Background: an optimization exercise with open tools, aiming at small area, a short achievable clock period and few clock cycles. Do not read the settings as production practice. Where RTL was checked, it was by simulation tests only, not by an equivalence proof against the original. Only the layout flow was run in runs 3 and 5; the RTL was not checked for function there. No activity file was given, so power comes from the tool's default toggle rates.

<file path="run.sh">
#!/bin/bash
# synth_recipe.tcl (not shown) runs the flow's synth.tcl, then flattens the netlist and writes it again
# the make line also repeats each setting of config.mk as NAME=value (left out here)
make -C /OpenROAD-flow-scripts/flow DESIGN_CONFIG=/design/flow/config.mk WORK_HOME=/design/flow/orfs CLKGATE_MAP_FILE= SYNTH_SCRIPT=/design/flow/synth_recipe.tcl finish
</file>
<file path="config.mk">
export PLATFORM = sky130hd
export DESIGN_NAME = jc1_lane
export DESIGN_NICKNAME = jc1_lane
export VERILOG_FILES = /design/flow/design.v
export SDC_FILE = /design/flow/constraint.sdc
export NUM_CORES = 4
export LEC_CHECK = 0
export CAP_MARGIN = 20
export CORE_MARGIN = 2
export CORE_UTILIZATION = 50
export CTS_BUF_LIST = sky130_fd_sc_hd__clkbuf_8
export CTS_CLUSTER_DIAMETER = 40
export CTS_CLUSTER_SIZE = 16
export PLACE_DENSITY = 0.6
export SLEW_MARGIN = 20
</file>
<file path="constraint.sdc">
create_clock -name core_clock -period 13.0 [get_ports {clk}]
set_input_delay 2.6000 -clock core_clock [delete_from_list [all_inputs] [get_ports {clk}]]
set_output_delay 2.6000 -clock core_clock [all_outputs]
set_load 0.01 [all_outputs]
</file>
<file path="design.v">
module jc1_lane (
    input  wire       clk,
    input  wire       rst,         
    input  wire       cmd_valid,
    output wire       cmd_ready,
    input  wire [2:0] cmd_op,
    input  wire [7:0] cmd_data,
    output reg        res_valid,
    output reg  [7:0] res_data
);
    localparam OP_RESET  = 3'd0;
    localparam OP_STEP   = 3'd1;
    localparam OP_XOR    = 3'd2;
    localparam OP_WARMUP = 3'd3;
    localparam OP_PEEK_S = 3'd4;
    localparam OP_PEEK_P = 3'd5;
    localparam OP_PEEK_Q = 3'd6;
    reg  [2047:0] ring;                        
    wire [7:0]    r0   = ring[7:0];
    wire [7:0]    r253 = ring[2031:2024];
    wire [7:0]    r254 = ring[2039:2032];
    reg  [7:0] B;                              
    reg  [7:0] p;
    reg  [7:0] dq;                             
    reg        al;                             
    reg        swp;                            
    reg  [7:0] vn;                             
    reg        rdy;
    reg        s1v;
    reg  [2:0] s1op;
    reg        s1step;                         
    reg        s1peek;                         
    reg        s1warm;                         
    reg        s1rst;                          
    reg  [7:0] s1d;
    reg  [7:0] s1x;                            
    reg        s2step;
    assign cmd_ready = rdy;
    wire accept = cmd_valid & rdy & ~rst;
    wire fire      = s1v & (~s1step | al);
    wire fire_step = fire & s1step;
    wire last      = ~s1warm | (s1x == 8'd255);
    wire done      = fire & last;
    wire clear     = rst | (fire & s1rst);
    wire [7:0] sv = swp ? 8'd0 : r0;           
    wire [7:0] t  = sv + s1x;
    wire [7:0] ka = s1peek ? s1d : dq;
    wire [7:0] kb = s1peek ? ~B  : sv;
    wire [7:0] kc = s1x;
    wire [7:0] ksum = ka ^ kb ^ kc;
    wire [7:0] kcar = (ka & kb) | (ka & kc) | (kb & kc);
    wire [7:0] k    = ksum + {kcar[6:0], 1'b0};
    wire [7:0] q_cur = dq + p + 8'd2;
    reg        s2resp;                         
    reg  [1:0] s2mode;                         
    reg  [7:0] s2x;
    reg  [7:0] s2tp;                           
    reg        s2fwd;                          
    reg  [7:0] s2k;
    reg [63:0] s2lo;                           
    reg  [3:0] s2hi;                           
    reg [7:0] grp [0:15];
    reg [7:0] sq;
    integer g, m;
    always @(*) begin
        for (g = 0; g < 16; g = g + 1) begin
            grp[g] = 8'd0;
            for (m = 0; m < 16; m = m + 1)
                grp[g] = grp[g] | ({8{s2lo[16*(g/4)+m]}} & ring[8*(16*g+m) +: 8]);
        end
        sq = 8'd0;
        for (g = 0; g < 16; g = g + 1)
            sq = sq | ({8{s2hi[g%4]}} & grp[g]);
    end
    wire kv = ~swp | (s2k > vn);
    reg        s3step;
    reg        s3resp;
    reg  [1:0] s3mode;
    reg  [7:0] s3x;
    reg  [7:0] s3tp;
    reg        s3fwd;
    reg        s3kv;
    reg  [7:0] s3sq;
    wire [7:0] sqf = s3fwd ? r253 : (s3kv ? s3sq : 8'd0);
    wire [7:0] r   = s3tp + sqf;
    always @(posedge clk) begin
        ring[2023:0]    <= ring[2031:8];
        ring[2031:2024] <= s3step ? r : r254;
        ring[2039:2032] <= ring[2047:2040];
        ring[2047:2040] <= fire_step ? t : sv;
    end
    integer i;
    always @(posedge clk) begin
        if (clear) begin
            B   <= 8'd1;
            p   <= 8'd0;
            dq  <= 8'd254;
            al  <= 1'b1;
            swp <= 1'b1;
            vn  <= 8'd255;
        end else begin
            B   <= B + 8'd1;
            if (fire_step) begin
                p  <= p + 8'd1;
                dq <= k - 8'd1;
            end
            al  <= fire_step | (B == p);
            swp <= (vn != 8'd0);
            if (vn != 8'd0)
                vn <= vn - 8'd1;
        end
        if (rst) begin
            s1v <= 1'b0;
            rdy <= 1'b1;
        end else if (accept) begin
            s1v    <= 1'b1;
            s1op   <= cmd_op;
            s1step <= (cmd_op == OP_STEP) | (cmd_op == OP_XOR) | (cmd_op == OP_WARMUP);
            s1peek <= (cmd_op == OP_PEEK_S);
            s1warm <= (cmd_op == OP_WARMUP);
            s1rst  <= (cmd_op == OP_RESET);
            s1d    <= cmd_data;
            s1x    <= (cmd_op == OP_STEP) ? cmd_data : 8'd0;
            rdy    <= !((cmd_op == OP_STEP) | (cmd_op == OP_XOR) | (cmd_op == OP_WARMUP)) |
                      ((cmd_op != OP_WARMUP) & (clear | fire_step | (B == p)));
        end else if (!s1v || done) begin
            s1v <= 1'b0;
            rdy <= 1'b1;
        end else begin
            if (fire)
                s1x <= s1x + 8'd1;
            rdy <= (clear | fire_step | (B == p)) &
                   (~s1warm | ((s1x + {7'd0, fire}) == 8'd255));
        end
        s2step <= ~rst & fire_step;
        s2resp <= ~rst & done;
        s2tp   <= t + p + 8'd1;
        s2fwd  <= (k == 8'd254) & s2step;
        s2k    <= k;
        for (i = 0; i < 64; i = i + 1)
            s2lo[i] <= (k[7:6] == i[5:4]) & (k[3:0] == i[3:0]);
        for (i = 0; i < 4; i = i + 1)
            s2hi[i] <= (k[5:4] == i[1:0]);
        case (s1op)
            OP_STEP:   begin s2mode <= 2'd1; s2x <= 8'd0;  end
            OP_XOR:    begin s2mode <= 2'd1; s2x <= s1d;   end
            OP_PEEK_S: begin s2mode <= 2'd2; s2x <= 8'd0;  end
            OP_PEEK_P: begin s2mode <= 2'd0; s2x <= p;     end
            OP_PEEK_Q: begin s2mode <= 2'd0; s2x <= q_cur; end
            default:   begin s2mode <= 2'd0; s2x <= 8'd0;  end
        endcase
        s3step <= ~rst & s2step;
        s3resp <= ~rst & s2resp;
        s3mode <= s2mode;
        s3x    <= s2x;
        s3tp   <= s2tp;
        s3fwd  <= s2fwd;
        s3kv   <= kv;
        s3sq   <= sq;
        res_valid <= ~rst & s3resp;
        res_data  <= (s3mode == 2'd1) ? (r ^ s3x) :
                     (s3mode == 2'd2) ? sqf : s3x;
    end
endmodule
</file>
==> flow_results.org, run 1 <==
** Setup path
- The signal on the critical path passes through clkdlybuf4s50_1.
- Kind of cell adding the most delay to the critical path :: buffers and inverters
- Depth of the critical timing path with buffers and inverters included :: 1
- Of all nets on the critical path, the largest fanout is 1.
- R2r startpoint :: s1peek
- STA puts the critical path data arrival time at 1.80 ns.
- In this design, the stage delay of the slowest critical-path cell is between 0.5 and 0.6 ns.
- The worst setup path is launched from a register.
- Setup crit end kind :: primary output
- Max stage delay cell, worst path :: sky130_fd_sc_hd__clkdlybuf4s50_1
- The setup path with the least slack is of type reg2out.
- The number of buffers and inverters on the critical path is 1.
- Tracing the worst setup path back leads to its startpoint at res_data[5].
- For the worst setup path, the data required time is around 10 ns.
- Register-to-Register Path Depth :: 11

** Drt
- Before antenna repair, the detailed router went through 6 iterations.
- Dividing the detail-routed wire length by the instance count gives 35.2 µm.
- Remaining design rule violation count :: 0
- Using the TritonRoute via totals, the vias-per-cell ratio works out to 6.42.
- After detailed routing, the total wire length is roughly 220,000 µm.
- For this block, the via count after detailed routing is slightly below 40,000.
- For this block, the initial DRC count from the detailed router was 5,740.
- Residual antenna-violating net count after detailed routing :: 0

** Power and ir drop
- Net Sw Power :: about 3.4 mW
- Overall power consumption after layout is estimated at about 13 mW.
- Power spread over the standard cell area amounts to approximately 190 nW/µm².
- VDD sags by at most between 100 and 150 µV.
- Of the total power, the share spent switching nets is 0.267.
- Share of total power in the clock network :: 0.357
- Leak Pwr :: between 20 and 30 nW
- Combinational group share of total power :: 0.069
- Of the total power, registers draw 0.574.
- Internal Dissipation :: approximately 9 mW

** Logic synthesis
- Most used DFF post-synth :: sky130_fd_sc_hd__dfxtp_1
- Counting flops with a built-in enable in the synthesized netlist gives 23.
- Syn Inst Count :: around 4,300
- The average instance in the mapped netlist occupies 14.0 µm².
- Area leader, netlist :: sky130_fd_sc_hd__dfxtp_1
- Yosys mapped the design onto 60 distinct sky130hd cell types.
- Synthesized cell area :: approximately 60,000 µm²
- Counting flops and latches in the post-synthesis netlist gives between 2,000 and 2,500.
- Yosys warning count :: 2
- Share of the yosys chip area belonging to registers :: 0.745
- Number of nets in the synthesized netlist :: between 4,000 and 5,000
- For this run, asynchronously set or reset flops after synthesis account for 0.
- After synthesis, the cell types taking the most area are sky130_fd_sc_hd__dfxtp_1, sky130_fd_sc_hd__a22o_1, sky130_fd_sc_hd__a221oi_1.
- Of the post-synthesis cell area, the dominant cell type holds 0.733.

** CTS
- TritonCTS built the clock tree.
- Post-CTS timing repair inserted 0 buffers for setup.
- In this run, post-CTS hold repair placed 0 buffers.
- No sink is reached through more buffers than the 3 on the longest clock path.
- CTS root buffer :: sky130_fd_sc_hd__clkbuf_8
- Number of buffers inserted during clock tree synthesis :: a little under 200
- # clock sinks :: approximately 2,200
- Clock latency on the worst-skew pair, taken at its later pin, is 0.96 ns.
- CTS built an H-tree with a depth of 4.
- Clk slew on worst S/H paths :: around 0.09 ns
- Resize count post-CTS :: 0

** Global route
- Overall routing resource usage :: 0.339
- Initial antenna violation count :: 9
- Wire length of the first global-routing pass :: slightly below 300,000 µm
- Via count of the first global-routing pass :: slightly below 40,000
- Entering global routing, the biggest net connects 33 pins.
- The total overflow left after global routing is 0.

** Placement
- In this run the tool buffered the top-level ports with 23 buffer cells.
- The number of placed instances, taps included, is 5,802.
- Weighted congestion reported at the end of routability-driven placement :: ~0.86
- Cell area after placement :: 62,500 µm²
- Worst slack at placement :: between 8 and 9 ns
- Hpwl dp :: ~120,000 µm

** STA
- Dividing the final minimum period by the clock period gives 0.339.
- Setup repair after global routing missed its margin :: no
- Final period demand of the worst path :: approximately 4.4 ns
- Measured against its own limit, the worst slew margin works out to 0.0952.
- Across the routed clock network, the largest skew measured is about 0.04 ns.
- Setup total negative slack on the finished layout was measured at 0 ns.
- Crit path setup slack, layout :: between 8 and 9 ns
- Worst-margin pin slew :: 1.36 ns
- Based on the critical path, the design can be clocked at up to 227 MHz.
- The tightest hold path in the finished design has a slack of roughly 0.33 ns.
- Number of hold violations in the final report :: 0
- Final slew viol count :: 0
- Number of failing setup endpoints in the final timing report :: 0

** Cells and area
- In the final layout, the share of cells above drive strength 1 is 0.104.
- Biggest regs :: ring: 2048 flops, s2lo: 64 flops
- After routing the design area is approximately 67,000 µm².
- The net count of the finished layout is around 4,500.
- At the end of the flow the core is filled with cells to 0.557.
- Count of placed standard cells in the final layout, fillers left out :: between 6,000 and 7,000
- Area growth syn-to-layout :: 10.5%
- Most frequent cells in the layout :: sky130_fd_sc_hd__dfxtp_1, sky130_fd_sc_hd__a22o_1, sky130_fd_sc_hd__a221oi_1
- Top register by number of flip-flops :: ring
- Most common cell after layout, fill and taps aside :: sky130_fd_sc_hd__dfxtp_1
- The register with the most flip-flops in the layout has 2,048 of them.

** Floorplanning
- Measured along the y axis, the die boundary spans 352 µm.
- The initial utilization of the core area, before any placement, comes to 0.504.
- The floorplan has around 130 rows.
- The floorplan step set the die width to 352 µm.
- I/O pin total :: 24
- The core region is roughly 120,000 µm².
- The die covers 124,000 µm².

** Flow run
- Across the run, the number of max-cap violations was 0.

** Run status
- The run finished with no timing, DRC or antenna violations.

** Min path
- The worst hold path belongs to the class reg2reg.
- In this run the most critical hold path is launched from s2x[4].
- Worst Hold Path Cells :: 0
## worst reg2reg max path, stage by stage (launching register included)
cell and delay (ns):
sky130_fd_sc_hd__edfxtp_1 0.88, sky130_fd_sc_hd__mux2i_1 0.23, sky130_fd_sc_hd__fa_1 0.55, sky130_fd_sc_hd__inv_1 0.04, sky130_fd_sc_hd__ha_1 0.22, sky130_fd_sc_hd__fa_1 0.46, sky130_fd_sc_hd__a21o_1 0.17, sky130_fd_sc_hd__a21oi_1 0.20
sky130_fd_sc_hd__o21ai_0 0.19, sky130_fd_sc_hd__xor2_2 0.34, sky130_fd_sc_hd__nand2b_1 0.67, sky130_fd_sc_hd__nor2_1 0.08
## logic make-up (layout without fill, tap and decap cells)
family | count (synthesis) | count (layout) | synth area share
AOI/OAI and AO/OA | 1170 | 1170 | 0.164
xor gates and xnor gates | 77 | 77 | 0.0113
adders and majority gates | 70 | 70 | 0.0159
buffers and inverters | 292 | 494 | 0.0196
DFF | 2243 | 2243 | 0.745
muxes | 36 | 36 | 0.00617
other | 0 | 5 | 0
and+or+nand+nor | 438 | 438 | 0.0378
## synth_stat cells (19+ instances only)
cell                       count
sky130_fd_sc_hd__dfxtp_1    2220
sky130_fd_sc_hd__a22o_1      531
sky130_fd_sc_hd__a221oi_1    512
sky130_fd_sc_hd__clkbuf_1    173
sky130_fd_sc_hd__nand4_1     133
sky130_fd_sc_hd__nor2_1      119
sky130_fd_sc_hd__nand2_1      72
sky130_fd_sc_hd__inv_1        64
sky130_fd_sc_hd__ha_1         58
sky130_fd_sc_hd__xnor2_1      57
sky130_fd_sc_hd__buf_2        36
sky130_fd_sc_hd__o21ai_0      34
sky130_fd_sc_hd__or4_1        33
sky130_fd_sc_hd__mux2i_1      25
sky130_fd_sc_hd__a21oi_1      24
sky130_fd_sc_hd__edfxtp_1     23
sky130_fd_sc_hd__xor2_1       19
## cell type report
type	count	area [µm²]
diodes	5	12.5
clock buffers	224	3080
clock inverters	114	1350
fillers	9914	53200
inverters	66	248
multi-input cells	1791	14300
flip-flops and latches	2243	45200
well taps	1612	2020
repair buffers	90	733
## worst paths after layout
| kind | to | slack, ns |
|---|---|---|
| setup / recovery | res_data[5] | 8.60 |
| hold / removal | s3x[4] | 0.33 |
| setup reg to reg | s2lo[28] | 8.83 |
| hold reg to reg | s3x[4] | 0.33 |
## layer usage
metal	wire, µm	global-route usage	vias to the layer above	part of all wire
li1	-	-	16400	-
met1	89400	0.466	19800	0.41
met2	92600	0.507	2588	0.43
met3	23400	0.0805	622	0.11
met4	10900	0.153	8	0.050
met5	53	0	-	0.00025
## power by group through the flow
| stage | Combinational, mW | Sequential [mW] | Clock (mW) |
|---|---|---|---|
| 6_report | 0.876 | 7.25 | 4.51 |
| 5_1_grt | 0.874 | 7.25 | 4.78 |
| 4_1_cts | 0.839 | 7.24 | 4.52 |
| 3_5_place_dp | 0.836 | 7.39 | 0 |
| 3_3_place_gp | 0.834 | 7.39 | 0 |
| 2_1_floorplan | 0.433 | 7.24 | 0 |
Testbench counts, summed over its fixed seeds: cycles 19,267.
==> inputs of run 2 (changes only) <==
--- a/config.mk
+++ b/config.mk
@@ -10,5 +10,5 @@
 export CORE_UTILIZATION = 50
-export CTS_BUF_LIST = sky130_fd_sc_hd__clkbuf_8
-export CTS_CLUSTER_DIAMETER = 40
-export CTS_CLUSTER_SIZE = 16
+export CTS_BUF_LIST = sky130_fd_sc_hd__clkbuf_16
+export CTS_CLUSTER_DIAMETER = 60
+export CTS_CLUSTER_SIZE = 30
 export PLACE_DENSITY = 0.6
==> run 2 against run 1 <==
Compared with the run above:
- still clean
- synthesized cell count stayed put
- combinational power hardly changed
- sequential share of layout area is 0.054 points lower
- critical path depth is 10 higher
- largest cell class unchanged
- largest power group unchanged
==> flow_results.org, run 2 <==
** Drt
- The routed wire length per instance was 35.6 µm (was 35.2 µm).
- Residual antenna-violating net count after detailed routing :: 0 (unchanged)
- Number of violations reported at the end of detailed-routing iteration 0 :: 5,242 (was 5,740)
- Pre-Repair DR Iteration Count :: 6 (unchanged)
- Avg Vias per Cell :: 6.46 (was 6.42)
- The number of DRC violations after detailed routing is 0 (unchanged).
- The total via count in the routed design was 39,000 (was 39,500).
- The total wirelength of the detailed-routed design came to 214,000 µm (was 216,000 µm).

** Logic synthesis
- The number of storage elements in the synthesis netlist came to 2,243 (unchanged).
- The number of standard cells after synthesis is 4,326 (unchanged).
- Most numerous cell types in the synthesized netlist: sky130_fd_sc_hd__dfxtp_1, sky130_fd_sc_hd__a22o_1, sky130_fd_sc_hd__a221oi_1, sky130_fd_sc_hd__clkbuf_1, sky130_fd_sc_hd__nand4_1 (unchanged).
- The fraction of registers with async set or reset after synthesis is 0 (unchanged).
- Unique cell type count in the Yosys netlist :: 60 (unchanged)
- Yosys warning count :: 2 (unchanged)
- Portion of synthesized cell area occupied by the leading cell type :: 0.733 (unchanged)
- The portion of the post-synthesis area used by sequential elements was 0.745 (unchanged).
- Leading cell type by number of instances after synthesis :: sky130_fd_sc_hd__dfxtp_1 (unchanged)
- Area leader, netlist :: sky130_fd_sc_hd__dfxtp_1 (unchanged)
- Most used DFF post-synth :: sky130_fd_sc_hd__dfxtp_1 (unchanged)
- Number of enable-type register cells in the synthesized netlist :: 23 (unchanged)
- Number of nets in the synthesized netlist :: 4,410 (unchanged)
- Top post-synthesis cells by area: sky130_fd_sc_hd__dfxtp_1, sky130_fd_sc_hd__a22o_1, sky130_fd_sc_hd__a221oi_1 (unchanged).
- The combined area of all synthesized cells was 60,600 µm² (unchanged).
- The average cell area after synthesis came to 14.0 µm² (unchanged).

** STA
- The largest clock skew in the final design came to 0.0270 ns (was 0.0412 ns).
- Number of failing setup endpoints in the final timing report :: 0 (unchanged)
- Final period demand of the worst path :: 4.24 ns (was 4.40 ns)
- The number of max-slew violations in the final report came to 0 (unchanged).
- Setup repair after global routing missed its margin: no (unchanged).
- The final critical-path share of the clock period was 0.326 (was 0.339).
- The final setup TNS came to 0 ns (unchanged).
- Number of hold violations in the final report :: 0 (unchanged)
- Slew HR :: 0.125 (was 0.0952)
- Worst-margin pin slew :: 1.31 ns (was 1.36 ns)
- Highest clock frequency the design can meet :: 236 MHz (was 227 MHz)

** CTS
- The clock-pin slew reported for the worst setup and hold paths after clock tree synthesis is 0.10 ns (was 0.09 ns).
- The count of buffers added by post-CTS timing repair for setup came to 0 (unchanged).
- Resize count post-CTS :: 0 (unchanged)
- The clock tree from TritonCTS is yes (unchanged).
- The post-cts hold buffer count is 0 (unchanged).
- The CTS buffer count was 120 (was 194).
- Skew-Pair Late Insertion Delay :: 0.76 ns (was 0.96 ns)
- Clock Path Buffers :: 3 (unchanged)
- The maximum level of the CTS H-tree came to 3 (was 4).
- The cell at the root of the clock tree was sky130_fd_sc_hd__clkbuf_16 (was sky130_fd_sc_hd__clkbuf_8).
- The number of sinks on the clock net was 2,243 (unchanged).

** Floorplanning
- The site row count came to 127 (unchanged).
- The number of I/O pins came to 24 (unchanged).
- The area of the core region is 120,000 µm² (unchanged).
- The die width was 352 µm (unchanged).
- The die boundary height came to 352 µm (unchanged).
- The area of the die is 124,000 µm² (unchanged).
- The starting density of the core is 0.504 (unchanged).

** Min path
- The worst hold path stage count is 0 (unchanged).
- The class of the tightest hold or removal check is reg2reg (unchanged).

** Setup path
- The longest individual stage delay on the worst path came to 0.90 ns (was 0.53 ns).
- Cell breakdown of the critical path: mux2i_1 -> fa_1 -> inv_1 -> ha_1 -> fa_1 -> a21o_1 -> a21oi_1 -> o21ai_0 -> xor2_2 -> nand2b_1 -> nor2_1 (was clkdlybuf4s50_1).
- The biggest fanout along the worst timing path was 16 (was 1).
- The number of buffers and inverters on the critical path came to 1 (unchanged).
- Kind of critical path :: reg2reg (was reg2out)
- The arrival time of the worst setup path is 4.85 ns (was 1.80 ns).
- Depth of the critical timing path with buffers and inverters included :: 11 (was 1)
- Category of the worst setup path launch point :: register (unchanged)
- The critical path required time is 13.61 ns (was 10.40 ns).
- Setup crit end kind :: register (was primary output)
- Max stage delay cell, worst path :: sky130_fd_sc_hd__edfxtp_1 (was sky130_fd_sc_hd__clkdlybuf4s50_1)
- Most frequent cell on the critical path :: sky130_fd_sc_hd__fa_1
- The kind of cell adding the most delay to the critical path is adder cells (was buffers and inverters).
- Register-to-Register Path Depth :: 11 (unchanged)

** Global route
- The met2 usage in global routing is 0.505 (was 0.507).
- Global-route congestion overflow total :: 0 (unchanged)
- The largest net degree at the start of global routing was 33 (unchanged).
- The first-pass GRT wire length was 294,000 µm (was 296,000 µm).
- The global-route met3 utilization came to 0.0778 (was 0.0805).
- Met1 capacity usage during global routing :: 0.465 (was 0.466)
- Via count of the first global-routing pass :: 37,800 (was 38,500)
- The overall global routing resource usage was 0.335 (was 0.339).
- The most used routing layer is met2 (unchanged).
- Initial antenna violation count :: 5 (was 9)

** Power and ir drop
- Leak Pwr :: 25.7 nW (was 25.8 nW)
- Cell area power density :: 190 nW/µm² (was 189 nW/µm²)
- The worst-case vdd ir drop came to 151 µV (was 135 µV).
- Overall power after layout :: 12.8 mW (was 12.6 mW)

** Cells and area
- Top register by number of flip-flops :: ring (unchanged)
- The flip-flop count of the largest register after layout is 2,048 (unchanged).
- Final #Nets :: 4,396 (was 4,470)
- The relative area change from synthesis to final layout was 10.6% (was 10.5%).
- The final standard cell utilization of the core is 0.558 (was 0.557).
- The number of non-filler instances in the completed layout came to 6,030 (was 6,145).
- Biggest regs: ring: 2048 flops, s2lo: 64 flops (unchanged).
- Final-layout fill cell count :: 9,855 (was 9,914)
- The fraction of layout instances using a drive strength above 1 is 0.0847 (was 0.104).
- Most common cell after layout, fill and taps aside :: sky130_fd_sc_hd__dfxtp_1 (unchanged)
- Most frequent cells in the layout :: sky130_fd_sc_hd__dfxtp_1, sky130_fd_sc_hd__a22o_1, sky130_fd_sc_hd__a221oi_1 (unchanged)

** Placement
- Total placed cells including tap cells :: 5,802 (unchanged)
- Weighted congestion reported at the end of routability-driven placement :: 0.864 (unchanged)
- The count of buffers inserted at the top-level ports was 23 (unchanged).
- The final HPWL from detailed placement came to 117,000 µm (unchanged).

** Flow run
- Reported max-cap violation count :: 0 (unchanged)

** Run status
- Run status: no timing/DRC/antenna violations (unchanged).
==> run 2: where the power goes <==
part | switching (mW) | internal [mW] | leakage [nW]
clock | 2.53 | 2.09 | 2.18
combinational | 0.710 | 0.165 | 5.33
sequential | 0.227 | 7.03 | 18.2
total | 3.47 | 9.28 | 25.7
==> run 2: area by class of cell <==
type | count | area (µm²) | area share
flip-flops and latches | 2243 | 45200 | 0.675
multi-input cells | 1791 | 14300 | 0.213
clock buffers | 124 | 3100 | 0.0463
well taps | 1612 | 2020 | 0.0301
clock inverters | 103 | 1390 | 0.0208
repair buffers | 90 | 733 | 0.0109
inverters | 66 | 248 | 0.00370
diodes | 1 | 2.50 | 0.0000374
==> run 2: logic make-up after synthesis <==
family / count (synthesis) / share of synthesized area
buf+inv: 292 / 0.0196
simple gates: 438 / 0.0378
fa+ha+maj: 70 / 0.0159
compound gates: 1170 / 0.164
xor+xnor: 77 / 0.0113
mux: 36 / 0.00617
flops: 2243 / 0.745
==> run 2: worst paths after layout <==
kind,startpoint,end,slack [ns]
max,s1peek,s2lo[27],8.76
min,s2tp[1],s3tp[1],0.33
max reg2reg,s1peek,s2lo[27],8.76
min reg2reg,s2tp[1],s3tp[1],0.33
==> run 2: through the flow <==
stage | setup slack [ns] | cell area (µm²) | hold WS, ns
6_report | 8.76 | 67000 | 0.326
2_1_floorplan | 9.12 | 60600 | 0.310
3_3_place_gp | 8.10 | 62500 | 0.312
5_1_grt | 8.41 | 67000 | 0.337
3_5_place_dp | 8.04 | 62500 | 0.312
4_1_cts | 8.74 | 67000 | 0.332
==> run 2: routing by layer <==
metal / vias up / share of wire
met5: - / 0.00012
met3: 569 / 0.11
met4: 4 / 0.050
met2: 2463 / 0.43
li1: 16300 / -
met1: 19700 / 0.42
==> inputs of run 3 (changes only) <==
--- a/design.v
+++ b/design.v
@@ -17,2 +17,15 @@
     localparam OP_PEEK_Q = 3'd6;
+    function [7:0] add8(input [7:0] a, input [7:0] b, input cin);
+        reg [7:0] g, pr, g1, p1, g2, p2, g3;
+        begin
+            g  = a & b;
+            pr = a ^ b;
+            g1 = g  | (pr & {g[6:0], cin});
+            p1 = pr & {pr[6:0], 1'b1};
+            g2 = g1 | (p1 & {g1[5:0], {2{cin}}});
+            p2 = p1 & {p1[5:0], 2'b11};
+            g3 = g2 | (p2 & {g2[3:0], {4{cin}}});
+            add8 = pr ^ {g3[6:0], cin};
+        end
+    endfunction
     reg  [2047:0] ring;                        
@@ -21,2 +34,3 @@
     wire [7:0]    r254 = ring[2039:2032];
+    reg        rst_r;
     reg  [7:0] B;                              
@@ -38,3 +52,2 @@
     assign cmd_ready = rdy;
-    wire accept = cmd_valid & rdy & ~rst;
     wire fire      = s1v & (~s1step | al);
@@ -43,12 +56,14 @@
     wire done      = fire & last;
-    wire clear     = rst | (fire & s1rst);
+    wire clear     = rst_r | (fire & s1rst);
     wire [7:0] sv = swp ? 8'd0 : r0;           
-    wire [7:0] t  = sv + s1x;
-    wire [7:0] ka = s1peek ? s1d : dq;
-    wire [7:0] kb = s1peek ? ~B  : sv;
-    wire [7:0] kc = s1x;
-    wire [7:0] ksum = ka ^ kb ^ kc;
-    wire [7:0] kcar = (ka & kb) | (ka & kc) | (kb & kc);
-    wire [7:0] k    = ksum + {kcar[6:0], 1'b0};
+    wire [7:0] t  = add8(sv, s1x, 1'b0);
+    wire [7:0] cs_s = dq ^ sv ^ s1x;
+    wire [7:0] cs_c = (dq & sv) | (dq & s1x) | (sv & s1x);
+    wire [7:0] cs_d = {cs_c[6:0], 1'b0};
+    wire [7:0] ks   = add8(cs_s, cs_d, 1'b0);
+    wire [7:0] ksm1 = add8(~(cs_s ^ cs_d), {(cs_s[6:0] | cs_d[6:0]), 1'b0}, 1'b0);
+    wire [7:0] kp   = add8(s1d, ~B, 1'b0);
+    wire [7:0] k    = s1peek ? kp : ks;
     wire [7:0] q_cur = dq + p + 8'd2;
+    wire       al_n  = clear | fire_step | (B == p);
     reg        s2resp;                         
@@ -61,3 +76,3 @@
     reg  [3:0] s2hi;                           
-    reg [7:0] grp [0:15];
+    reg [7:0] grp [0:3];
     reg [7:0] sq;
@@ -65,10 +80,9 @@
     always @(*) begin
-        for (g = 0; g < 16; g = g + 1) begin
+        sq = 8'd0;
+        for (g = 0; g < 4; g = g + 1) begin
             grp[g] = 8'd0;
-            for (m = 0; m < 16; m = m + 1)
-                grp[g] = grp[g] | ({8{s2lo[16*(g/4)+m]}} & ring[8*(16*g+m) +: 8]);
+            for (m = 0; m < 64; m = m + 1)
+                grp[g] = grp[g] | ({8{s2lo[m]}} & ring[8*(64*g+m) +: 8]);
+            sq = sq | ({8{s2hi[g]}} & grp[g]);
         end
-        sq = 8'd0;
-        for (g = 0; g < 16; g = g + 1)
-            sq = sq | ({8{s2hi[g%4]}} & grp[g]);
     end
@@ -84,3 +98,3 @@
     wire [7:0] sqf = s3fwd ? r253 : (s3kv ? s3sq : 8'd0);
-    wire [7:0] r   = s3tp + sqf;
+    wire [7:0] r   = add8(s3tp, sqf, 1'b0);
     always @(posedge clk) begin
@@ -91,4 +105,6 @@
     end
+    wire new_step = (cmd_op == OP_STEP) | (cmd_op == OP_XOR) | (cmd_op == OP_WARMUP);
     integer i;
     always @(posedge clk) begin
+        rst_r <= rst;
         if (clear) begin
@@ -104,5 +120,5 @@
                 p  <= p + 8'd1;
-                dq <= k - 8'd1;
+                dq <= ksm1;
             end
-            al  <= fire_step | (B == p);
+            al  <= al_n;
             swp <= (vn != 8'd0);
@@ -114,6 +130,12 @@
             rdy <= 1'b1;
-        end else if (accept) begin
-            s1v    <= 1'b1;
+        end else if (rdy) begin
+            s1v <= cmd_valid;
+            rdy <= ~cmd_valid | ~new_step | ((cmd_op != OP_WARMUP) & al_n);
+        end else begin
+            s1v <= ~done;
+            rdy <= al_n & (~s1warm | ((s1x + {7'd0, fire}) == 8'd255));
+        end
+        if (rdy) begin
             s1op   <= cmd_op;
-            s1step <= (cmd_op == OP_STEP) | (cmd_op == OP_XOR) | (cmd_op == OP_WARMUP);
+            s1step <= new_step;
             s1peek <= (cmd_op == OP_PEEK_S);
@@ -123,12 +145,4 @@
             s1x    <= (cmd_op == OP_STEP) ? cmd_data : 8'd0;
-            rdy    <= !((cmd_op == OP_STEP) | (cmd_op == OP_XOR) | (cmd_op == OP_WARMUP)) |
-                      ((cmd_op != OP_WARMUP) & (clear | fire_step | (B == p)));
-        end else if (!s1v || done) begin
-            s1v <= 1'b0;
-            rdy <= 1'b1;
-        end else begin
-            if (fire)
-                s1x <= s1x + 8'd1;
-            rdy <= (clear | fire_step | (B == p)) &
-                   (~s1warm | ((s1x + {7'd0, fire}) == 8'd255));
+        end else if (fire) begin
+            s1x    <= s1x + 8'd1;
         end
@@ -140,5 +154,5 @@
         for (i = 0; i < 64; i = i + 1)
-            s2lo[i] <= (k[7:6] == i[5:4]) & (k[3:0] == i[3:0]);
+            s2lo[i] <= (k[5:0] == i[5:0]);
         for (i = 0; i < 4; i = i + 1)
-            s2hi[i] <= (k[5:4] == i[1:0]);
+            s2hi[i] <= (k[7:6] == i[1:0]);
         case (s1op)
==> run 3 against run 2 <==
Compared with the run above:
- largest cell class unchanged
- clock power shrank 3%
- cell area up 0.66%
- via count up 0.77%
- register-to-register slack improved by 0.56 ns
- count of clock-buffer cells in the layout is 2 lower
- critical endpoint is now cmd_ready
- clock skew is 0.0038 ns higher
==> flow_results.org, run 3 <==
** Run status
- Run status: no timing/DRC/antenna violations (unchanged).

** CTS
- The cell at the root of the clock tree is sky130_fd_sc_hd__clkbuf_16 (unchanged).
- Htree depth :: 3 (unchanged)
- Resize count post-CTS :: 0 (unchanged)
- The number of sinks on the clock net is 2,244 (was 2,243).
- The post-cts hold buffer count came to 0 (unchanged).
- Skew-Pair Late Insertion Delay :: 0.76 ns (about the same)
- Clock tree from TritonCTS :: yes (unchanged)
- Clock Path Buffers :: 3 (unchanged)
- The clock-pin slew reported for the worst setup and hold paths after clock tree synthesis was 0.10 ns (about the same).
- Number of buffers inserted during clock tree synthesis :: 118 (was 120)
- The count of buffers added by post-CTS timing repair for setup was 0 (unchanged).

** Global route
- The via count of the first global-routing pass was 38,500 (was 37,800).
- Initial antenna violation count :: 7 (was 5)
- The overall global routing resource usage was 0.330 (was 0.335).
- Wire length of the first global-routing pass :: 293,000 µm (was 294,000 µm)
- The aggregate global routing overflow came to 0 (unchanged).
- Pin count of the biggest net entering global routing :: 33 (unchanged)

** STA
- Setup repair after global routing missed its margin :: no (unchanged)
- Worst-margin pin slew :: 1.11 ns (was 1.31 ns)
- The final critical-path share of the clock period was 0.384 (was 0.326).
- The setup-violating endpoint count in the final report came to 0 (unchanged).
- The worst slew slack as a fraction of its limit was 0.259 (was 0.125).
- The final setup TNS came to 0 ns (unchanged).
- The number of max-slew violations in the final report was 0 (unchanged).
- Worst setup skew after layout :: 0.0308 ns (was 0.0270 ns)
- Final period demand of the worst path :: 4.99 ns (was 4.24 ns)
- The final-report hold violation count is 0 (unchanged).
- The timing-limited maximum frequency came to 200 MHz (was 236 MHz).

** Setup path
- CP Buf/Inv Count :: 1 (unchanged)
- The path type of the worst setup path is reg2out (was reg2reg).
- Max stage delay on crit path :: 0.94 ns (was 0.90 ns)
- The cell with the biggest individual delay on the critical path is sky130_fd_sc_hd__dfxtp_1 (was sky130_fd_sc_hd__edfxtp_1).
- Largest fanout of any net on the critical path :: 27 (was 16)
- The category of the worst setup path launch point is a register (unchanged).
- Arrival @ worst endpoint :: 2.39 ns (was 4.85 ns)
- Required time reported for the critical path endpoint :: 10.40 ns (was 13.61 ns)
- Setup crit end kind :: primary output (was register)
- The kind of cell adding the most delay to the critical path is flip-flops (was adder cells).
- Cell breakdown of the critical path :: clkdlybuf4s50_1 (was mux2i_1 -> fa_1 -> inv_1 -> ha_1 -> fa_1 -> a21o_1 -> a21oi_1 -> o21ai_0 -> xor2_2 -> nand2b_1 -> nor2_1)

** Logic synthesis
- Number of enable-type register cells in the synthesized netlist :: 23 (unchanged)
- The fraction of registers with async set or reset after synthesis is 0 (unchanged).
- Syn Inst Count :: 4,388 (was 4,326)
- Leading cell type by number of instances after synthesis :: sky130_fd_sc_hd__dfxtp_1 (unchanged)
- The largest area contributor in the netlist is sky130_fd_sc_hd__dfxtp_1 (unchanged).
- The commonest register cell after synthesis is sky130_fd_sc_hd__dfxtp_1 (unchanged).
- Top post-synthesis cells by area: sky130_fd_sc_hd__dfxtp_1, sky130_fd_sc_hd__a22o_1, sky130_fd_sc_hd__a221oi_1 (unchanged).
- Yosys warning count :: 2 (unchanged)
- The average cell area after synthesis is 14.0 µm² (about the same).
- The number of storage elements in the synthesis netlist is 2,244 (was 2,243).
- Most numerous cell types in the synthesized netlist :: sky130_fd_sc_hd__dfxtp_1, sky130_fd_sc_hd__a22o_1, sky130_fd_sc_hd__a221oi_1, sky130_fd_sc_hd__nand4_1, sky130_fd_sc_hd__nor2_1 (was sky130_fd_sc_hd__dfxtp_1, sky130_fd_sc_hd__a22o_1, sky130_fd_sc_hd__a221oi_1, sky130_fd_sc_hd__clkbuf_1, sky130_fd_sc_hd__nand4_1)
- Share of the yosys chip area belonging to registers :: 0.736 (was 0.745)
- The proportion of netlist area held by the largest area contributor was 0.725 (was 0.733).
- The number of unique standard cell types used by synthesis is 66 (was 60).
- Synthesized cell area :: 61,300 µm² (was 60,600 µm²)
- The synthesized net count is 4,490 (was 4,410).

** Drt
- The total met2 wirelength after detailed routing was 92,700 µm (was 91,800 µm).
- Residual antenna-violating net count after detailed routing :: 0 (unchanged)
- Total routed wirelength :: 213,000 µm (was 214,000 µm)
- DR top layer :: met5 (unchanged)
- Via count :: 39,300 (was 39,000)
- Number of violations reported at the end of detailed-routing iteration 0 :: 5,092 (was 5,242)
- The routed wire length per instance is 34.8 µm (was 35.6 µm).
- The number of DRC violations after detailed routing is 0 (unchanged).
- The number of search-and-repair iterations in the first detailed-routing pass came to 5 (was 6).
- Avg Vias per Cell :: 6.42 (was 6.46)
- Met3 wire length :: 22,000 µm (was 22,900 µm)
- Met1 Wirelength :: 88,100 µm (was 89,100 µm)

** Floorplanning
- Vert. Die Dim :: 354 µm (was 352 µm)
- The site row count was 128 (was 127).
- Core Box Area :: 122,000 µm² (was 120,000 µm²)
- The area of the die is 125,000 µm² (was 124,000 µm²).
- Width of the die :: 354 µm (was 352 µm)
- Initial Utilization :: 0.504 (about the same)
- The number of I/O pins is 24 (unchanged).

** Cells and area
- Final non-filler cell area :: 67,400 µm² (was 67,000 µm²)
- The register bank with the most flops is ring (unchanged).
- Area growth syn-to-layout :: 9.96% (was 10.6%)
- The number of inserted filler cells in the final layout was 10,000 (was 9,855).
- Final cell utilization of the core :: 0.554 (was 0.558)
- Most common cell after layout, fill and taps aside :: sky130_fd_sc_hd__dfxtp_1 (unchanged)
- Most frequent cells in the layout: sky130_fd_sc_hd__dfxtp_1, sky130_fd_sc_hd__a22o_1, sky130_fd_sc_hd__a221oi_1 (unchanged).
- The fraction of layout instances using a drive strength above 1 is 0.0849 (was 0.0847).
- The flip-flop count of the largest register after layout was 2,048 (unchanged).
- Final #Nets :: 4,488 (was 4,396)
- Count of placed standard cells in the final layout, fillers left out :: 6,114 (was 6,030)
- Biggest regs: ring: 2048 flops, s2lo: 64 flops (unchanged).

** Placement
- Total placed cells including tap cells :: 5,891 (was 5,802)
- The final HPWL from detailed placement is 124,000 µm (was 117,000 µm).
- The final RePlAce weighted congestion was 0.873 (was 0.864).
- PortBufs :: 23 (unchanged)
- Cell area after placement :: 63,100 µm² (was 62,500 µm²)

** Min path
- Type of the worst min-delay path :: reg2reg (unchanged)

** Flow run
- Reported max-cap violation count :: 0 (unchanged)

** Power and ir drop
- The standby leakage power is 25.9 nW (was 25.7 nW).
- Overall power after layout :: 12.2 mW (was 12.8 mW)
- Cell area power density :: 180 nW/µm² (was 190 nW/µm²)
- The worst-case vdd ir drop was 146 µV (was 151 µV).
[run 3: changes by cell type after synthesis, moves of 10 or more]
cell,delta
sky130_fd_sc_hd__a21oi_1,+10
sky130_fd_sc_hd__nand2_1,+12
sky130_fd_sc_hd__ha_1,+16
sky130_fd_sc_hd__buf_6,+17
sky130_fd_sc_hd__buf_2,+58
sky130_fd_sc_hd__a22o_1,-11
sky130_fd_sc_hd__clkbuf_1,-87
[run 3: where the power goes]
group	internal [mW]	switching (mW)	total, mW
logic	0.133	0.420	0.553
registers	6.96	0.182	7.14
clock network	1.95	2.52	4.47
[run 3: path summary, 6_finish.rpt]
check               start         to  slack, ns  depth (start not counted)
setup / recovery      rdy  cmd_ready       8.01                          1
hold / removal    s2tp[1]    s3tp[1]       0.32                          0
setup reg to reg  ring[1]   s2lo[37]       9.32                         10
hold reg to reg   s2tp[1]    s3tp[1]       0.32                          0
[run 3: layer usage]
metal / global-route usage / vias up
met5: 0 / -
met4: 0.127 / 2
met3: 0.0687 / 536
met2: 0.505 / 2429
met1: 0.460 / 19800
li1: - / 16500
[run 3: cell type report]
class | count | area [µm²] | area share
clock inverter | 99 | 1240 | 0.0184
antenna | 2 | 5.00 | 0.0000742
sequential | 2244 | 45300 | 0.671
clock buffer | 122 | 3050 | 0.0453
tap | 1625 | 2030 | 0.0302
multi-input combinational | 1852 | 14800 | 0.219
inverter | 69 | 259 | 0.00384
timing repair buffer | 101 | 816 | 0.0121
[run 3: logic make-up (layout without fill, tap and decap cells)]
kind of cell | count (synthesis) | in the layout | share of synthesized area
AO/OA/AOI/OAI | 1192 | 1192 | 0.165
XOR/XNOR | 77 | 77 | 0.0112
adder cells (fa/ha/maj) | 88 | 88 | 0.0197
buffers and inverters | 292 | 391 | 0.0231
flip-flops | 2244 | 2244 | 0.736
multiplexers | 29 | 29 | 0.00488
other | 0 | 2 | 0
AND/OR/NAND/NOR | 466 | 466 | 0.0400
[run 3: through the flow]
stage,setup slack (ns),hold slack (ns)
final,8.01,0.321
after detailed placement,8.78,0.312
after floorplan,9.28,0.310
after global placement,8.79,0.312
after CTS,7.95,0.323
after global routing,7.88,0.325
==> inputs of run 4 (changes only) <==
--- a/design.v
+++ b/design.v
@@ -41,3 +41,4 @@
     reg  [7:0] vn;                             
-    reg        rdy;
+    reg        rdy;                            
+    reg        ld;                             
     reg        s1v;
@@ -57,3 +58,3 @@
     wire clear     = rst_r | (fire & s1rst);
-    wire [7:0] sv = swp ? 8'd0 : r0;           
+    wire [7:0] sv = r0;                        
     wire [7:0] t  = add8(sv, s1x, 1'b0);
@@ -76,14 +77,22 @@
     reg  [3:0] s2hi;                           
-    reg [7:0] grp [0:3];
-    reg [7:0] sq;
-    integer g, m;
-    always @(*) begin
-        sq = 8'd0;
-        for (g = 0; g < 4; g = g + 1) begin
-            grp[g] = 8'd0;
-            for (m = 0; m < 64; m = m + 1)
-                grp[g] = grp[g] | ({8{s2lo[m]}} & ring[8*(64*g+m) +: 8]);
-            sq = sq | ({8{s2hi[g]}} & grp[g]);
+    wire [7:0] grp [0:3];
+    genvar gq, gb, gt;
+    generate
+        for (gq = 0; gq < 4; gq = gq + 1) begin : quad
+            for (gb = 0; gb < 8; gb = gb + 1) begin : bitq
+                wire [21:0] n;                 
+                for (gt = 0; gt < 21; gt = gt + 1) begin : term
+                    jc1_aoi3 u (
+                        .a0(s2lo[3*gt]),   .b0(ring[8*(64*gq+3*gt)+gb]),
+                        .a1(s2lo[3*gt+1]), .b1(ring[8*(64*gq+3*gt+1)+gb]),
+                        .a2(s2lo[3*gt+2]), .b2(ring[8*(64*gq+3*gt+2)+gb]),
+                        .y(n[gt]));
+                end
+                assign n[21] = ~(s2lo[63] & ring[8*(64*gq+63)+gb]);
+                assign grp[gq][gb] = ~&n;
+            end
         end
-    end
+    endgenerate
+    wire [7:0] sq = ({8{s2hi[0]}} & grp[0]) | ({8{s2hi[1]}} & grp[1]) |
+                    ({8{s2hi[2]}} & grp[2]) | ({8{s2hi[3]}} & grp[3]);
     wire kv = ~swp | (s2k > vn);
@@ -99,7 +108,9 @@
     wire [7:0] r   = add8(s3tp, sqf, 1'b0);
+    wire zero_in = clear | (swp & (vn != 8'd0));
     always @(posedge clk) begin
-        ring[2023:0]    <= ring[2031:8];
+        ring[2023:8]    <= ring[2031:16];
         ring[2031:2024] <= s3step ? r : r254;
         ring[2039:2032] <= ring[2047:2040];
-        ring[2047:2040] <= fire_step ? t : sv;
+        ring[2047:2040] <= fire_step ? t : r0;
+        ring[7:0]       <= zero_in ? 8'd0 : ring[15:8];
     end
@@ -130,5 +141,7 @@
             rdy <= 1'b1;
-        end else if (rdy) begin
+            ld  <= 1'b1;
+        end else if (ld) begin
             s1v <= cmd_valid;
             rdy <= ~cmd_valid | ~new_step | ((cmd_op != OP_WARMUP) & al_n);
+            ld  <= ~cmd_valid | ~new_step | ((cmd_op != OP_WARMUP) & al_n);
         end else begin
@@ -136,4 +149,5 @@
             rdy <= al_n & (~s1warm | ((s1x + {7'd0, fire}) == 8'd255));
+            ld  <= done | (al_n & (~s1warm | ((s1x + {7'd0, fire}) == 8'd255)));
         end
-        if (rdy) begin
+        if (ld) begin
             s1op   <= cmd_op;
@@ -178 +192,7 @@
 endmodule
+module jc1_aoi3 (
+    input  wire a0, b0, a1, b1, a2, b2,
+    output wire y
+);
+    assign y = ~((a0 & b0) | (a1 & b1) | (a2 & b2));
+endmodule
==> flow/run.sh (new file) <==
#!/bin/bash
# The standard layout, with the port buffers made of buf_4 cells instead of
# the delay buffers buffer_ports picks by default.  make's output goes to
# standard.log here; each ORFS step's log is under orfs/logs/.
set -euo pipefail
cd "$(dirname "${BASH_SOURCE[0]}")/.."
bash standard.sh 'BUFFER_PORTS_ARGS=-buffer_cell sky130_fd_sc_hd__buf_4' finish > standard.log 2>&1
==> standard.sh (new file) <==
#!/bin/bash
# synth_recipe.tcl (not shown) runs the flow's synth.tcl, then flattens the netlist and writes it again
# the make line also repeats each setting of config.mk as NAME=value (left out here)
make -C /OpenROAD-flow-scripts/flow DESIGN_CONFIG=/design/flow/config.mk WORK_HOME=/design/flow/orfs CLKGATE_MAP_FILE= SYNTH_SCRIPT=/design/flow/synth_recipe.tcl "${@:-finish}"
--- a/config.mk
+++ b/config.mk
@@ -15 +15,3 @@
 export SLEW_MARGIN = 20
+export SYNTH_HIERARCHICAL = 1
+export SYNTH_MINIMUM_KEEP_SIZE = 0
removed: run.sh
==> run 4 against run 3 <==
Compared with the run above:
- critical endpoint is now res_data[1]
- power is 1.6% lower
- first-iteration DRC count is 13% higher
- register-to-register slack better by 0.22 ns
- highest routed layer unchanged
==> flow_results.org, run 4 <==
** Run status
- Run status: no timing/DRC/antenna violations (unchanged).

** Logic synthesis
- The largest family of logic cells by synthesized area was compound AO/OA/AOI/OAI gates (unchanged).
- Yosys warning count :: 7 (was 2)
- Number of storage elements in the synthesis netlist :: 2,245 (was 2,244)
- Share of the yosys chip area belonging to registers :: 0.769 (was 0.736)
- The number of standard cells after synthesis is 3,979 (was 4,388).
- Average cell area after synthesis :: 14.8 µm² (was 14.0 µm²)
- FFs w/ async S/R, synth :: 0 (unchanged)
- The number of enable flip-flop cells after synthesis is 23 (unchanged).
- Most numerous cell types in the synthesized netlist: sky130_fd_sc_hd__dfxtp_1, sky130_fd_sc_hd__a222oi_1, sky130_fd_sc_hd__nand4_1, sky130_fd_sc_hd__nand2_1, sky130_fd_sc_hd__nor2_1 (was sky130_fd_sc_hd__dfxtp_1, sky130_fd_sc_hd__a22o_1, sky130_fd_sc_hd__a221oi_1, sky130_fd_sc_hd__nand4_1, sky130_fd_sc_hd__nor2_1).
- Unique cell type count in the Yosys netlist :: 65 (was 66)
- The area fraction in compound gates after synthesis was 0.136 (was 0.165).
- Portion of synthesized cell area occupied by the leading cell type :: 0.758 (was 0.725)
- The xor/xnor cell area share of the yosys netlist is 0.0121 (was 0.0112).
- Area leader, netlist :: sky130_fd_sc_hd__dfxtp_1 (unchanged)
- The most instantiated library cell after synthesis is sky130_fd_sc_hd__dfxtp_1 (unchanged).
- The adder and majority cell fraction of the synthesized area is 0.0207 (was 0.0197).
- The synthesized net count was 4,080 (was 4,490).
- Top post-synthesis cells by area: sky130_fd_sc_hd__dfxtp_1, sky130_fd_sc_hd__a222oi_1, sky130_fd_sc_hd__ha_1 (was sky130_fd_sc_hd__dfxtp_1, sky130_fd_sc_hd__a22o_1, sky130_fd_sc_hd__a221oi_1).
- Synthesized cell area :: 58,700 µm² (was 61,300 µm²)
- Post-synthesis mux area share :: 0.00456 (was 0.00488)
- The commonest register cell after synthesis is sky130_fd_sc_hd__dfxtp_1 (unchanged).
- The post-synthesis simple-gate area fraction was 0.0495 (was 0.0400).

** Global route
- The aggregate global routing overflow was 0 (unchanged).
- Initial antenna violation count :: 2 (was 7)
- Via count of the first global-routing pass :: 35,000 (was 38,500)
- The first-pass GRT wire length was 231,000 µm (was 293,000 µm).
- The overall global routing resource usage was 0.259 (was 0.330).
- Pin count of the biggest net entering global routing :: 33 (unchanged)

** Drt
- The number of antenna-violating nets in the routed design was 0 (unchanged).
- The total via count in the routed design came to 35,200 (was 39,300).
- The total wirelength of the detailed-routed design was 160,000 µm (was 213,000 µm).
- The via density per instance was 6.09 (was 6.42).
- The number of DRC violations after detailed routing came to 0 (unchanged).
- Pre-Repair DR Iteration Count :: 9 (was 5)
- WL/cell :: 27.6 µm (was 34.8 µm)
- Number of violations reported at the end of detailed-routing iteration 0 :: 5,765 (was 5,092)

** STA
- The smallest hold slack was 0.319 ns (was 0.321 ns).
- Final slew viol count :: 0 (unchanged)
- Final period demand of the worst path :: 3.80 ns (was 4.99 ns)
- Number of hold violations in the final report :: 0 (unchanged)
- The worst path setup slack after routing is 9.20 ns (was 8.01 ns).
- Slew HR :: 0.304 (was 0.259)
- The final critical-path share of the clock period came to 0.292 (was 0.384).
- Worst setup skew after layout :: 0.0396 ns (was 0.0308 ns)
- Setup repair after global routing missed its margin :: no (unchanged)
- Worst-margin pin slew :: 1.04 ns (was 1.11 ns)
- The final setup TNS is 0 ns (unchanged).
- Number of failing setup endpoints in the final timing report :: 0 (unchanged)
- Highest clock frequency the design can meet :: 263 MHz (was 200 MHz)

** CTS
- Clock tree from TritonCTS :: yes (unchanged)
- CTS root buffer :: sky130_fd_sc_hd__clkbuf_16 (unchanged)
- Htree depth :: 4 (was 3)
- The number of sinks on the clock net was 2,245 (was 2,244).
- Skew-Pair Late Insertion Delay :: 0.78 ns (was 0.76 ns)
- Clk slew on worst S/H paths :: 0.09 ns (was 0.10 ns)
- Resize count post-CTS :: 0 (unchanged)
- The CTS buffer count came to 131 (was 118).
- Clock Path Buffers :: 3 (unchanged)
- Cts hold-fix bufs :: 0 (unchanged)
- Number of buffers inserted to repair setup after CTS :: 0 (unchanged)

** Setup path
- The critical path required time came to 10.40 ns (about the same).
- The cell with the biggest individual delay on the critical path is sky130_fd_sc_hd__dfxtp_1 (unchanged).
- Largest fanout of any net on the critical path :: 1 (was 27)
- Max stage delay on crit path :: 0.31 ns (was 0.94 ns)
- The kind of cell adding the most delay to the critical path is flip-flops (unchanged).
- The category of the worst setup path launch point was a register (unchanged).
- Critical path launch point :: res_data[1] (was rdy)
- Setup crit end kind :: primary output (unchanged)
- Arrival @ worst endpoint :: 1.20 ns (was 2.39 ns)
- The number of buffers and inverters on the critical path was 1 (unchanged).
- The path type of the worst setup path is reg2out (unchanged).
- The start of the worst register-to-register path was s1x[1] (was ring[1]).
- Cell breakdown of the critical path: buf_4 (was clkdlybuf4s50_1).

** Floorplanning
- The area of the die was 120,000 µm² (was 125,000 µm²).
- The area of the core region was 116,000 µm² (was 122,000 µm²).
- Width of the die :: 347 µm (was 354 µm)
- Initial Utilization :: 0.505 (was 0.504)
- The die boundary height is 347 µm (was 354 µm).
- I/O pin total :: 24 (unchanged)
- The site row count came to 125 (was 128).

** Cells and area
- Share of layout cells above drive strength 1 :: 0.0783 (was 0.0849)
- Biggest regs :: ring: 2048 flops, s2lo: 64 flops (unchanged)
- Most frequent cells in the layout :: sky130_fd_sc_hd__dfxtp_1, sky130_fd_sc_hd__a222oi_1, sky130_fd_sc_hd__nand4_1 (was sky130_fd_sc_hd__dfxtp_1, sky130_fd_sc_hd__a22o_1, sky130_fd_sc_hd__a221oi_1)
- The register bank with the most flops is ring (unchanged).
- The multi-input gate area in the final layout was 13,100 µm² (was 14,800 µm²).
- Flip-flop count of the largest register after layout :: 2,048 (unchanged)
- The most common library cell in the layout ignoring fill and taps was sky130_fd_sc_hd__dfxtp_1 (unchanged).
- Final-layout fill cell count :: 9,472 (was 10,000)
- The sequential cell area is 45,200 µm² (was 45,300 µm²).
- The relative area change from synthesis to final layout is 11.7% (was 9.96%).
- Final cell utilization of the core :: 0.564 (was 0.554)
- The number of non-filler instances in the completed layout was 5,788 (was 6,114).
- Final non-filler cell area :: 65,600 µm² (was 67,400 µm²)
- Final #Nets :: 4,266 (was 4,488)

** Min path
- The origin of the worst min-delay path is ring[123] (was s2tp[1]).
- The class of the tightest hold or removal check is reg2reg (unchanged).

** Power and ir drop
- Peak supply drop :: 144 µV (was 146 µV)
- The power per standard cell area was 182 nW/µm² (was 180 nW/µm²).
- Net Sw Frac :: 0.226 (was 0.257)
- The standby leakage power came to 25.0 nW (was 25.9 nW).
- Internal Dissipation :: 9.27 mW (was 9.04 mW)
- Power share of the sequential group :: 0.586 (was 0.587)
- Combinational group share of total power :: 0.033 (was 0.045)
- Overall power after layout :: 12.0 mW (was 12.2 mW)
- Share of total power in the clock network :: 0.381 (was 0.367)
- Net Sw Power :: 2.70 mW (was 3.12 mW)

** Placement
- The final RePlAce weighted congestion is 0.870 (was 0.873).
- The count of buffers inserted at the top-level ports was 23 (unchanged).
- The final HPWL from detailed placement was 101,000 µm (was 124,000 µm).
- The worst-case setup slack after placement is 9.23 ns (was 8.78 ns).
- The cell area after placement came to 61,200 µm² (was 63,100 µm²).
- Total placed cells including tap cells :: 5,556 (was 5,891)

** Flow run
- Reported max-cap violation count :: 0 (unchanged)
[run 4: cell type report]
| cell class | instances | share of cell area |
|---|---|---|
| Antenna cell | 1 | 0.0000382 |
| Clock buffer | 134 | 0.0511 |
| Clock inverter | 97 | 0.0165 |
| Inverter | 79 | 0.00452 |
| Multi-Input combinational cell | 1620 | 0.199 |
| Sequential cell | 2245 | 0.689 |
| Tap cell | 1524 | 0.0291 |
| Timing Repair Buffer | 88 | 0.0101 |
[run 4: metal layers]
metal  vias up  GRT usage  part of all wire
li1      16100          -                 -
met5         -          0           0.00014
met2      1252      0.431              0.48
met1     17700      0.333              0.41
met3       257     0.0401             0.066
met4         4      0.122             0.047
[run 4: kinds of logic (layout without fill, tap and decap cells)]
| logic type | count (synthesis) | in the layout |
|---|---|---|
| compound gates | 861 | 861 |
| xor+xnor | 80 | 80 |
| fa+ha+maj | 89 | 89 |
| buf+inv | 114 | 398 |
| flops | 2245 | 2245 |
| mux | 26 | 26 |
| other cells | 0 | 1 |
| simple gates | 564 | 564 |
[run 4: per-module statistics from Yosys, one instance, submodules excluded]
| module | times used | area (µm²) | cells |
|---|---|---|---|
| jc1_lane | 1 | 52000 | 3307 |
| jc1_aoi3 | 672 | 10.0 | 1 |
[run 4: power by group through the flow]
stage | combinational [mW] | sequential [mW] | clock (mW)
after floorplan | 0.196 | 7.18 | 0
after global placement | 0.390 | 7.18 | 0
after detailed placement | 0.392 | 7.18 | 0
after CTS | 0.394 | 7.02 | 4.63
after global routing | 0.427 | 7.02 | 4.87
final | 0.397 | 7.02 | 4.56
[run 4: worst paths after layout]
path | end | slack (ns) | depth (start not counted)
hold / removal | ring[115] | 0.32 | 0
hold reg to reg | ring[115] | 0.32 | 0
setup / recovery | res_data[1] | 9.20 | 1
setup reg to reg | s2fwd | 9.54 | 10
Testbench counts of run 4, summed over its fixed seeds: cycles 19,267.
==> inputs of run 5 (changes only) <==
--- a/design.v
+++ b/design.v
@@ -74,25 +74,43 @@
     reg        s2fwd;                          
-    reg  [7:0] s2k;
-    reg [63:0] s2lo;                           
-    reg  [3:0] s2hi;                           
-    wire [7:0] grp [0:3];
+    reg  [7:0] s2k;                            
+    wire [7:0] pa = 8'd1 << s2k[2:0];
+    wire [7:0] pb = 8'd1 << s2k[5:3];
+    wire [63:0] lo;
+    wire [3:0]  hin = ~(4'd1 << s2k[7:6]);
+    genvar gl;
+    generate
+        for (gl = 0; gl < 64; gl = gl + 1) begin : dec
+            assign lo[gl] = pb[gl / 8] & pa[gl % 8];
+        end
+    endgenerate
+    wire [7:0] sq;
     genvar gq, gb, gt;
     generate
-        for (gq = 0; gq < 4; gq = gq + 1) begin : quad
-            for (gb = 0; gb < 8; gb = gb + 1) begin : bitq
+        for (gb = 0; gb < 8; gb = gb + 1) begin : bitq
+            wire [3:0] gsel;                   
+            for (gq = 0; gq < 4; gq = gq + 1) begin : quad
                 wire [21:0] n;                 
+                wire [5:0]  o;                 
+                wire [1:0]  m;                 
                 for (gt = 0; gt < 21; gt = gt + 1) begin : term
                     jc1_aoi3 u (
-                        .a0(s2lo[3*gt]),   .b0(ring[8*(64*gq+3*gt)+gb]),
-                        .a1(s2lo[3*gt+1]), .b1(ring[8*(64*gq+3*gt+1)+gb]),
-                        .a2(s2lo[3*gt+2]), .b2(ring[8*(64*gq+3*gt+2)+gb]),
+                        .a0(lo[3*gt]),   .b0(ring[8*(64*gq+3*gt)+gb]),
+                        .a1(lo[3*gt+1]), .b1(ring[8*(64*gq+3*gt+1)+gb]),
+                        .a2(lo[3*gt+2]), .b2(ring[8*(64*gq+3*gt+2)+gb]),
                         .y(n[gt]));
                 end
-                assign n[21] = ~(s2lo[63] & ring[8*(64*gq+63)+gb]);
-                assign grp[gq][gb] = ~&n;
+                jc1_nand2 u21 (.a(lo[63]), .b(ring[8*(64*gq+63)+gb]), .y(n[21]));
+                jc1_nand4 u0 (.a(n[0]),  .b(n[1]),  .c(n[2]),  .d(n[3]),  .y(o[0]));
+                jc1_nand4 u1 (.a(n[4]),  .b(n[5]),  .c(n[6]),  .d(n[7]),  .y(o[1]));
+                jc1_nand4 u2 (.a(n[8]),  .b(n[9]),  .c(n[10]), .d(n[11]), .y(o[2]));
+                jc1_nand4 u3 (.a(n[12]), .b(n[13]), .c(n[14]), .d(n[15]), .y(o[3]));
+                jc1_nand3 u4 (.a(n[16]), .b(n[17]), .c(n[18]), .y(o[4]));
+                jc1_nand3 u5 (.a(n[19]), .b(n[20]), .c(n[21]), .y(o[5]));
+                jc1_nor3  u6 (.a(o[0]), .b(o[1]), .c(o[2]), .y(m[0]));
+                jc1_nor3  u7 (.a(o[3]), .b(o[4]), .c(o[5]), .y(m[1]));
+                jc1_a21oi u8 (.a1(m[0]), .a2(m[1]), .b1(hin[gq]), .y(gsel[gq]));
             end
+            assign sq[gb] = (gsel[0] | gsel[1]) | (gsel[2] | gsel[3]);
         end
     endgenerate
-    wire [7:0] sq = ({8{s2hi[0]}} & grp[0]) | ({8{s2hi[1]}} & grp[1]) |
-                    ({8{s2hi[2]}} & grp[2]) | ({8{s2hi[3]}} & grp[3]);
     wire kv = ~swp | (s2k > vn);
@@ -117,3 +135,2 @@
     wire new_step = (cmd_op == OP_STEP) | (cmd_op == OP_XOR) | (cmd_op == OP_WARMUP);
-    integer i;
     always @(posedge clk) begin
@@ -167,6 +184,2 @@
         s2k    <= k;
-        for (i = 0; i < 64; i = i + 1)
-            s2lo[i] <= (k[5:0] == i[5:0]);
-        for (i = 0; i < 4; i = i + 1)
-            s2hi[i] <= (k[7:6] == i[1:0]);
         case (s1op)
@@ -198 +211,16 @@
 endmodule
+module jc1_nand2 (input wire a, b, output wire y);
+    assign y = ~(a & b);
+endmodule
+module jc1_nand3 (input wire a, b, c, output wire y);
+    assign y = ~(a & b & c);
+endmodule
+module jc1_nand4 (input wire a, b, c, d, output wire y);
+    assign y = ~(a & b & c & d);
+endmodule
+module jc1_nor3 (input wire a, b, c, output wire y);
+    assign y = ~(a | b | c);
+endmodule
+module jc1_a21oi (input wire a1, a2, b1, output wire y);
+    assign y = ~((a1 & a2) | b1);
+endmodule
==> run 5 against run 4 <==
Compared with the run above:
- worst setup slack gained 0.0017 ns
- fmax is essentially flat
- synthesized area shrank 1.7%
- non-clock buffer count grew 4
- core utilization grew 0.11 points
- final cell count shrank 1.2%
- clock skew shrank 0.0049 ns
- flip-flop and latch count shrank 68
- register-to-register slack lost 0.07 ns
- sequential power shrank 3.4%
- cell area shrank 1.5%
- via count shrank 2.2%
- critical endpoint is now cmd_ready
==> flow_results.org, run 5 <==
** Placement
- Hpwl dp :: 95,000 µm (was 101,000 µm)
- The final RePlAce weighted congestion is 0.835 (was 0.870).
- PortBufs :: 23 (unchanged)
- Cell area after placement :: 60,300 µm² (was 61,200 µm²)
- The worst-case setup slack after placement came to 9.22 ns (was 9.23 ns).

** Power and ir drop
- The worst-case vdd ir drop was 127 µV (was 144 µV).
- The post-layout total power came to 11.6 mW (was 12.0 mW).
- Cell area power density :: 179 nW/µm² (was 182 nW/µm²)

** Logic synthesis
- Yosys warning count :: 7 (unchanged)
- Area leader, netlist :: sky130_fd_sc_hd__dfxtp_1 (unchanged)
- The number of unique standard cell types used by synthesis came to 58 (was 65).
- The proportion of netlist area held by the largest area contributor was 0.747 (was 0.758).
- Most used DFF post-synth :: sky130_fd_sc_hd__dfxtp_1 (unchanged)
- Synthesized cell area :: 57,700 µm² (was 58,700 µm²)
- Number of nets in the synthesized netlist :: 4,026 (was 4,080)
- Leading cell type by number of instances after synthesis :: sky130_fd_sc_hd__dfxtp_1 (unchanged)
- Top post-synthesis cells by area: sky130_fd_sc_hd__dfxtp_1, sky130_fd_sc_hd__a222oi_1, sky130_fd_sc_hd__ha_1 (unchanged).
- The fraction of registers with async set or reset after synthesis came to 0 (unchanged).
- Average cell area after synthesis :: 14.7 µm² (was 14.8 µm²)

** CTS
- Resize count post-CTS :: 0 (unchanged)
- Skew-Pair Late Insertion Delay :: 0.76 ns (was 0.78 ns)
- The CTS buffer count came to 115 (was 131).
- Number of buffers inserted to repair setup after CTS :: 0 (unchanged)
- The clock-pin slew reported for the worst setup and hold paths after clock tree synthesis was 0.10 ns (was 0.09 ns).
- The clock tree from TritonCTS was yes (unchanged).
- Htree depth :: 3 (was 4)
- Clock Path Buffers :: 3 (unchanged)

** Setup path
- The longest individual stage delay on the worst path was 0.32 ns (was 0.31 ns).
- The register-to-register setup slack came to 9.47 ns (was 9.54 ns).
- Depth of the critical timing path with buffers and inverters included :: 1 (unchanged)
- The biggest fanout along the worst timing path was 1 (unchanged).
- The category of the worst setup path launch point is a register (unchanged).
- The cell depth of the worst flop-to-flop path is 8 (was 10).
- Required time reported for the critical path endpoint :: 10.40 ns (about the same)
- The path type of the worst setup path is reg2out (unchanged).
- The arrival time of the worst setup path was 1.20 ns (about the same).
- Kind of cell adding the most delay to the critical path :: flip-flops (unchanged)
- Cell breakdown of the critical path: buf_4 (unchanged).
- The cell with the biggest individual delay on the critical path is sky130_fd_sc_hd__dfxtp_1 (unchanged).
- The critical path endpoint category was a primary output (unchanged).

** Floorplanning
- The number of I/O pins is 24 (unchanged).
- The area of the die was 118,000 µm² (was 120,000 µm²).
- The area of the core region came to 114,000 µm² (was 116,000 µm²).
- Width of the die :: 344 µm (was 347 µm)
- The site row count is 124 (was 125).
- The starting density of the core came to 0.505 (about the same).
- The die boundary height is 344 µm (was 347 µm).

** Min path
- Type of the worst min-delay path :: reg2reg (unchanged)
- The worst hold path stage count came to 0 (unchanged).

** STA
- Share of the cycle needed by the critical path after routing :: 0.292 (about the same)
- Setup repair after global routing missed its margin :: no (unchanged)
- The final setup TNS is 0 ns (unchanged).
- Number of failing setup endpoints in the final timing report :: 0 (unchanged)
- Worst setup skew after layout :: 0.0346 ns (was 0.0396 ns)
- Final slew viol count :: 0 (unchanged)

** Drt
- WL/cell :: 26.5 µm (was 27.6 µm)
- The total via count in the routed design came to 34,500 (was 35,200).
- Residual antenna-violating net count after detailed routing :: 0 (unchanged)
- Pre-Repair DR Iteration Count :: 7 (was 9)

** Cells and area
- Final cell utilization of the core :: 0.565 (was 0.564)
- Final-layout fill cell count :: 9,155 (was 9,472)
- The multi-input gate area in the final layout came to 13,700 µm² (was 13,100 µm²).
- Final non-filler cell area :: 64,600 µm² (was 65,600 µm²)
- Final #Nets :: 4,203 (was 4,266)

** Flow run
- Reported max-cap violation count :: 0 (unchanged)

** Global route
- Pin count of the biggest net entering global routing :: 33 (unchanged)
- The via count of the first global-routing pass is 32,900 (was 35,000).
- Wire length of the first global-routing pass :: 221,000 µm (was 231,000 µm)
- Initial antenna violation count :: 6 (was 2)
- Global-route congestion overflow total :: 0 (unchanged)

** Run status
- Run status :: no timing/DRC/antenna violations (unchanged)
==> run 5: cell count changes after synthesis, sizes merged, moves of 7 or more <==
cell	previous run	this run
dfxtp	2222	2154
nor3	11	75
o31ai	34	3
a21oi	35	62
or4	33	9
nand2	120	100
buf	12	4
nand4	144	136
a22o	7	14
==> run 5: final timing paths <==
check,startpoint,end
hold / removal,ring[21],ring[13]
setup / recovery,rdy,cmd_ready
hold reg to reg,ring[21],ring[13]
setup reg to reg,s2k[5],s3sq[5]
==> run 5: cell families (layout without fill, tap and decap cells) <==
group                    after synthesis  in the layout  synth area share
adder cells (fa/ha/maj)               88             88            0.0209
XOR/XNOR                              80             80            0.0121
multiplexers                          23             23           0.00414
AND/OR/NAND/NOR                      592            592            0.0574
flip-flops                          2177           2177             0.759
buffers and inverters                104            384           0.00683
AO/OA/AOI/OAI                        861            861             0.139
other                                  0              2                 0
==> run 5: per-module statistics from Yosys, one instance, submodules excluded <==
module / times used / cells inside / area [µm²]
jc1_a21oi: 32 / 1 / 8.76
jc1_aoi3: 672 / 1 / 10.0
jc1_lane: 1 / 2933 / 48800
jc1_nand2: 32 / 1 / 3.75
jc1_nand3: 64 / 1 / 5.00
jc1_nand4: 128 / 1 / 6.26
jc1_nor3: 64 / 1 / 10.0
==> run 5: area by class of cell <==
class	instances	area share
Clock buffer	118	0.0457
Clock inverter	102	0.0200
Inverter	72	0.00418
Multi-Input combinational cell	1644	0.212
Antenna cell	2	0.0000775
Tap cell	1512	0.0293
Sequential cell	2177	0.678
Timing Repair Buffer	92	0.0107
==> run 5: where the power goes <==
group	internal [mW]	switching (mW)	total (mW)
clock network	1.98	2.38	4.36
logic	0.108	0.316	0.424
registers	6.72	0.0543	6.78
total	8.81	2.75	11.6
==> run 5: routing by layer <==
| layer | global-route usage | part of all wire | wire (µm) |
|---|---|---|---|
| met1 | 0.366 | 0.45 | 68200 |
| met2 | 0.377 | 0.43 | 65000 |
| met3 | 0.0529 | 0.088 | 13300 |
| met4 | 0.0892 | 0.033 | 5050 |
| met5 | 0 | 0.00016 | 24 |

Check on run 5: ideal ports give 9.201 ns setup slack; a clkbuf_16 on the clock port and buf_2 on the inputs give 9.132 ns; moving port delays by the midpoint clock arrival (0.810 ns) as well gives 9.167 ns.
